This is an optimization exercise on Yosys and OpenROAD, whose aim is small area and a short achievable clock period, not a production implementation. The RTL was checked by simulation tests, not by an equivalence proof against the original design. Power figures rest on the tool's default switching activity, not on a simulated workload.

==> design.v <==
module sqan_rxsync (
    input  wire         clk,
    input  wire         rst,                  
    input  wire [1:0]   in_cmd,
    input  wire [15:0]  in_i,
    input  wire [15:0]  in_q,
    input  wire [6:0]   cfg_percent,          
    input  wire [1:0]   cfg_hdr_w,            
    input  wire [11:0]  cfg_header,           
    input  wire         cfg_byte_timing,      
    input  wire [7:0]   cfg_timing_interval,  
    input  wire [4:0]   cfg_slot_bits,        
    input  wire [7:0]   cfg_sync0,            
    input  wire [7:0]   cfg_sync1,            
    input  wire         cfg_screen,           
    input  wire         cfg_esc_en,           
    input  wire [7:0]   cfg_esc_marker,       
    input  wire [7:0]   cfg_esc_xor,          
    input  wire [2:0]   cfg_esc_extra,        
    output reg          flush_valid,
    output reg          flush_emit,
    output reg  [4:0]   flush_n,
    output reg          flush_sync,
    output reg          flush_overflow,
    output reg  [127:0] flush_bytes,          
    output wire         st_searching,
    output wire         st_inverted,
    output wire         st_ignore,
    output wire [4:0]   st_count
);
    reg        [6:0]  pct;              
    reg signed [11:0] xr;               
    reg               searching;
    reg        [11:0] window;           
    reg               inverted;
    reg        [4:0]  bit_cnt;
    reg        [6:0]  temp;             
    reg               ignore_hdr;
    reg        [7:0]  slots_left;
    reg        [7:0]  dataout [0:15];
    reg        [4:0]  idx;
    reg               sync_found;
    reg               match_idx;
    reg               overflow;
    assign st_searching = searching;
    assign st_inverted  = inverted;
    assign st_ignore    = ignore_hdr;
    assign st_count     = idx;
    wire is_sample   = (in_cmd == 2'd1);
    wire is_scan_end = (in_cmd == 2'd2);
    wire signed [11:0] x   = in_i[11:0];
    wire signed [19:0] pq  = xr * $signed({1'b0, pct}) + (xr[11] ? 20'sd3 : -20'sd3);
    wire signed [17:0] q4  = pq[19:2];
    wire signed [17:0] x25 = x * 18'sd25;
    wire               raw = (x25 >= q4);
    wire               rx  = raw ^ (!searching && inverted);
    reg [11:0] hdr_mask;
    always @(*) begin
        case (cfg_hdr_w)
            2'd0:    hdr_mask = 12'h0FF;
            2'd1:    hdr_mask = 12'h1FF;
            2'd2:    hdr_mask = 12'h7FF;
            default: hdr_mask = 12'hFFF;
        endcase
    end
    wire [11:0] window_nx  = {window[10:0], rx};
    wire [11:0] hdr_diff   = (window_nx ^ cfg_header) & hdr_mask;
    wire        match_norm = (hdr_diff == 12'd0);
    wire        match_inv  = (hdr_diff == hdr_mask);
    wire       byte_done = ignore_hdr ? (bit_cnt + 5'd1 == cfg_slot_bits) : (bit_cnt == 5'd7);
    wire [7:0] byte_v    = {temp, rx};
    wire needs_escape = (byte_v < 8'd32)
                      || (cfg_esc_extra[0] && byte_v == 8'h40)
                      || (cfg_esc_extra[1] && byte_v == 8'h7F)
                      || (cfg_esc_extra[2] && byte_v == 8'hFF);
    wire       do_escape = cfg_esc_en && needs_escape;
    wire [7:0] out0      = do_escape ? cfg_esc_marker : byte_v;
    wire [7:0] out1      = byte_v ^ cfg_esc_xor;
    wire [7:0] bus_even  = idx[0] ? out1 : out0;
    wire [7:0] bus_odd   = idx[0] ? out0 : out1;
    wire       room0  = !idx[4];
    wire       room1  = (idx < 5'd15);
    wire [4:0] idx_nx = !room0 ? idx : (do_escape && room1) ? idx + 5'd2 : idx + 5'd1;
    wire       drop   = !room0 || (do_escape && !room1);
    wire [7:0] sync_expect  = match_idx ? cfg_sync1 : cfg_sync0;
    wire       sync_hit     = (byte_v == sync_expect);
    wire       found_nx     = sync_found || (sync_hit && match_idx);
    wire       match_idx_nx = sync_hit && !match_idx;
    wire [7:0] slots_dec    = slots_left - 8'd1;
    wire       enter_ignore = cfg_byte_timing && found_nx && (cfg_timing_interval != 8'd0);
    wire assemble = is_sample && !searching;
    wire complete = assemble && byte_done;
    always @(posedge clk)
        pct <= cfg_percent;
    always @(posedge clk) begin
        if (rst) begin
            xr            <= 12'sd0;
            searching     <= 1'b1;
            window        <= 12'd0;
            inverted      <= 1'b0;
            bit_cnt       <= 5'd0;
            ignore_hdr    <= 1'b0;
            slots_left    <= 8'd0;
            idx           <= 5'd0;
            sync_found    <= 1'b0;
            match_idx     <= 1'b0;
            overflow      <= 1'b0;
        end else if (is_sample) begin
            xr <= x;
            if (searching) begin
                window <= window_nx;
                if (match_norm || match_inv) begin
                    searching <= 1'b0;
                    inverted  <= match_inv;
                    bit_cnt   <= 5'd0;
                end
            end else if (!byte_done) begin
                bit_cnt <= bit_cnt + 5'd1;
            end else begin
                idx <= idx_nx;
                if (drop)
                    overflow <= 1'b1;
                sync_found <= found_nx;
                match_idx  <= match_idx_nx;
                bit_cnt    <= 5'd0;
                if (ignore_hdr) begin
                    slots_left <= slots_dec;
                    if (slots_dec == 8'd0) begin
                        ignore_hdr <= 1'b0;
                        searching  <= 1'b1;
                    end
                end else if (enter_ignore) begin
                    ignore_hdr <= 1'b1;
                    slots_left <= cfg_timing_interval;
                end else begin
                    searching <= 1'b1;
                end
            end
        end else if (is_scan_end) begin
            idx        <= 5'd0;
            sync_found <= 1'b0;
            match_idx  <= 1'b0;
            overflow   <= 1'b0;
        end
    end
    always @(posedge clk)
        if (assemble)
            temp <= byte_v[6:0];
    genvar k;
    generate
        for (k = 0; k < 16; k = k + 1) begin : g_cell
            wire wr = (idx == k) || (do_escape && idx + 5'd1 == k);
            always @(posedge clk)
                if (!rst && complete && wr)
                    dataout[k] <= (k % 2 == 0) ? bus_even : bus_odd;
        end
    endgenerate
    integer j;
    always @(posedge clk) begin
        flush_valid <= !rst && is_scan_end;
        if (!rst && is_scan_end) begin
            flush_emit     <= (idx != 5'd0) && (!cfg_screen || sync_found);
            flush_n        <= idx;
            flush_sync     <= sync_found;
            flush_overflow <= overflow;
            for (j = 0; j < 16; j = j + 1)
                flush_bytes[8*j +: 8] <= dataout[j];
        end
    end
endmodule
==> run.sh <==
#!/bin/bash
# synth_recipe.tcl (not shown) runs the flow's synth.tcl, then flattens the netlist and writes it again
# the make line also repeats each setting of config.mk as NAME=value (left out here)
make -C /OpenROAD-flow-scripts/flow DESIGN_CONFIG=/design/flow/config.mk WORK_HOME=/design/flow/orfs CLKGATE_MAP_FILE= SYNTH_SCRIPT=/design/flow/synth_recipe.tcl finish
==> config.mk <==
export PLATFORM = sky130hd
export DESIGN_NAME = sqan_rxsync
export DESIGN_NICKNAME = sqan_rxsync
export VERILOG_FILES = /design/flow/design.v
export SDC_FILE = /design/flow/constraint.sdc
export NUM_CORES = 4
export LEC_CHECK = 0
export CAP_MARGIN = 20
export CORE_MARGIN = 2
export CORE_UTILIZATION = 40
export SLEW_MARGIN = 20
==> constraint.sdc <==
create_clock -name core_clock -period 22.0 [get_ports {clk}]
set_input_delay 4.4000 -clock core_clock [delete_from_list [all_inputs] [get_ports {clk}]]
set_output_delay 4.4000 -clock core_clock [all_outputs]
set_load 0.01 [all_outputs]
==> run notes <==
* DRT antenna net count at 0
* P_leak at 8.11 nW
* Seq pwr share at 39.2%
* Post-synth top area share at 48.3%
* Total Wirelength at 38.2 mm
* Largest net degree at the start of global routing at 78
* Cells after DPL at 2095
* Final net count at 1897
* Async SR Flop Fraction at 0%
* Fin. Hold Viols at 0
* GRT Total Usage at 17.8%
* Final Cycle Share at 55.2%
* Initial core utilization at 40.3%
* Post-synthesis sequential area ratio at 54.9%
* DRC violations left at 0
* Relative slew margins at 25.0%
* Arrival time at the worst endpoint at 12.27 ns
* I/O pin total at 253
* Post-cts sizing count at 0
* Port Buf Inserts at 232
* H-tree levels at 2
* Worst-skew pair later-pin latency at 0.53 ns
* Crit path buffers/inverters at 4
* Syn_nets at 1651
* Clk buf depth at 3
* Worst endpoint required time at 22.13 ns
* TritonRoute pass-1 iters at 5
* Vias in the first global route at 10500
* Share of cells above drive strength 1 at 4.69%
* Critical path class: primary input to flip-flop
* Multi-input logic area at 0.00677 mm²
* Peak VDD IR at 0.0000445 V
* CP max stage cell: o22ai_1
* Switching Power at 0.538 mW
* CTS root buf: clkbuf_16
* Clock Skew at 0.0198 ns
* RSZ-0062 raised after global routing: no
* Comb pwr share at 27.3%
* Crit path max fanout at 22
* Clock Power Share at 33.5%
* Die W at 209 µm
* Hold slack at 0.412 ns
* Initial DRC Count at 546
* Die height at 209 µm
* Critical path capture point type: flip-flop
* Gate Count Post-Synth at 1348
* Post-layout util at 50.2%
* Wire length per cell at 17.7 µm
* Max Slew Vio Count at 0
* Maximum clock frequency at 82.4 MHz
* Gpl congestion at 0.851
* Most numerous cell on the critical path: ha_1
* Clock-pin slew on the worst setup and hold paths at 0.06 ns
* Synthesized area per cell at 12.5 µm²
* Setup violators final at 0
* Commonest cells post-synth: edfxtp_1 (271), inv_1 (188), ha_1 (108)
* Most area-consuming cells after synthesis: edfxtp_1 (48%), fa_1 (10%), ha_1 (8.0%)
* First-pass GRT wire length at 59.5 mm
* Hold Crit Class: flip-flop to flip-flop
* Startpoint types: primary input
* Sequential cell area at 0.00924 mm²
* EDFF count, synth at 271
* Post-synth top area cell: edfxtp_1
* Post-CTS setup buffer count at 0
* Setup TNS at 0 ns
* Synth-to-layout area growth at 24.6%
* Yosys reg bits at 326
* Status: complete, no violations
* Measured slew at the worst slew-check pin at 1.12 ns
* Total number of vias at 10600
* # rows at 75
* Int Power at 1.26 mW
* Final Critical Period at 12.14 ns
* Grt total ovfl at 0
* Ys Warns at 2
* Die ar. at 0.0438 mm²
* Initial antenna violation count at 4
* CTS tree: built
* # fillers at 3626
* Sw Share at 29.9%
* Mapped cell area at 0.0168 mm²
* Most common cell in the netlist: edfxtp_1
* Max Cap Viol at 0
* Most common flop cell mapped by yosys: edfxtp_1
* CTS Hold Bufs at 0
* Post-DP HPWL at 29.7 mm
* Core Region at 0.0418 mm²
* Number of buffers created by CTS at 36
* PwrDens at 85.9 mW/mm²
* Synth unique cells at 62
* Non-Filler Instances at 2162
* Number of vias per cell at 4.92
* CP delay by family, top: compound AO/OA/AOI/OAI gates
* CP peak stage delay at 0.95 ns
* TritonCTS Sinks at 326
## sequential cells by signal, summed over array words and instances (netlist names), 5 cells and up
name / flops
dataout: 128
bit_cnt: 5
pct: 7
xr: 12
flush_bytes: 128
slots_left: 8
window: 11
temp: 7
idx: 5
flush_n: 5
## final timing paths
kind | from | endpoint | slack [ns] | cells past startpoint
setup / recovery | in_i[1] | dataout[5][4]$_DFFE_PP_ | 9.86 | 29
hold / removal | dataout[4][7]$_DFFE_PP_ | flush_bytes[39]$_DFFE_PP_ | 0.41 | 0
setup reg to reg | xr[11]$_SDFFE_PP0P_ | dataout[5][4]$_DFFE_PP_ | 12.24 | 29
hold reg to reg | dataout[4][7]$_DFFE_PP_ | flush_bytes[39]$_DFFE_PP_ | 0.41 | 0
## layout by cell type, fill, tap and decap left out, drive strengths merged, types with 6 or more instances in the layout
cell type      count
o21a               7
o22ai              9
nand2            107
inv              193
nor4              12
clkinv            13
xor2              27
nor2b              8
a31oi              9
and2              44
fa                87
clkbuf            42
ha               108
nor3              19
o21ai             19
edfxtp           271
dfxtp             55
nand3             18
nand4             11
clkdlybuf4s50    231
xnor2             48
a21oi             56
nand2b             8
buf               10
mux2i             39
nor2              86
a211oi             6
a21o               9
## cells by family (layout without fill, tap and decap cells)
logic type | after synthesis | count (layout) | share of synthesized area, %
AO/OA/AOI/OAI | 155 | 155 | 5.95
XOR/XNOR | 75 | 75 | 3.90
adder cells (fa/ha/maj) | 195 | 195 | 18.4
buffers and inverters | 223 | 495 | 5.00
flip-flops | 326 | 326 | 54.9
multiplexers | 42 | 42 | 2.52
other | 0 | 3 | 0
AND/OR/NAND/NOR | 332 | 332 | 9.41
## through the flow
stage	setup slack [ns]	power, mW	cell area, µm²
2_1_floorplan	10.45	1.08	16800
3_3_place_gp	9.42	1.21	19800
3_5_place_dp	9.34	1.21	19800
4_1_cts	9.88	1.83	21000
5_1_grt	9.24	1.92	21000
6_report	9.86	1.80	21000
## layer usage
layer  up-vias  routed length (µm)  global-route usage, %
li1       5134                   -                      -
met1      5119               16200                   23.1
met2       319               18500                   30.1
met4         4                 938                   5.49
met5         -                  27                      0
met3        56                2520                   3.50
## cell type report
class / instances / share of cell area [%]
flip-flops and latches: 326 / 44.0
multi-input cells: 799 / 32.3
repair buffers: 241 / 11.4
clock buffers: 42 / 4.40
inverters: 190 / 3.40
well taps: 539 / 3.21
clock inverters: 22 / 1.30
diodes: 3 / 0.0358
## power groups by stage
stage	clock, mW	sequential, mW	combinational, mW
6_report	0.604	0.706	0.493
5_1_grt	0.646	0.707	0.564
4_1_cts	0.620	0.706	0.501
3_5_place_dp	0	0.719	0.495
3_3_place_gp	0	0.719	0.488
2_1_floorplan	0	0.718	0.358

-- port drivers added, routing unchanged --
The flow's constraints put no driver on any port. The routed layout listed below was extracted and timed again, unchanged, in two steps.
Step 1 assumes that a clkbuf_16 drives the clock port and a buf_2 every other input.
Step 2 moves the port delays by t, midway between the first and last clock arrival at a register: inputs arrive t later, outputs are due t later. That takes back most of the time a late clock gives input paths.
Three values: no drivers, after step 1, after step 2; two values: the first two.
t, ns: 0.576
slack for setup (ns): 9.863 / 9.895 / 9.319
worst setup path after step 2: input to register
worst register clock-pin slew, ns: 0.07 / 0.07
cell pins on the clock port's net: 1
After both steps setup and hold are still met in this run. The setup slack of this run moves by +0.032 ns with the drivers and by -0.544 ns with both steps.
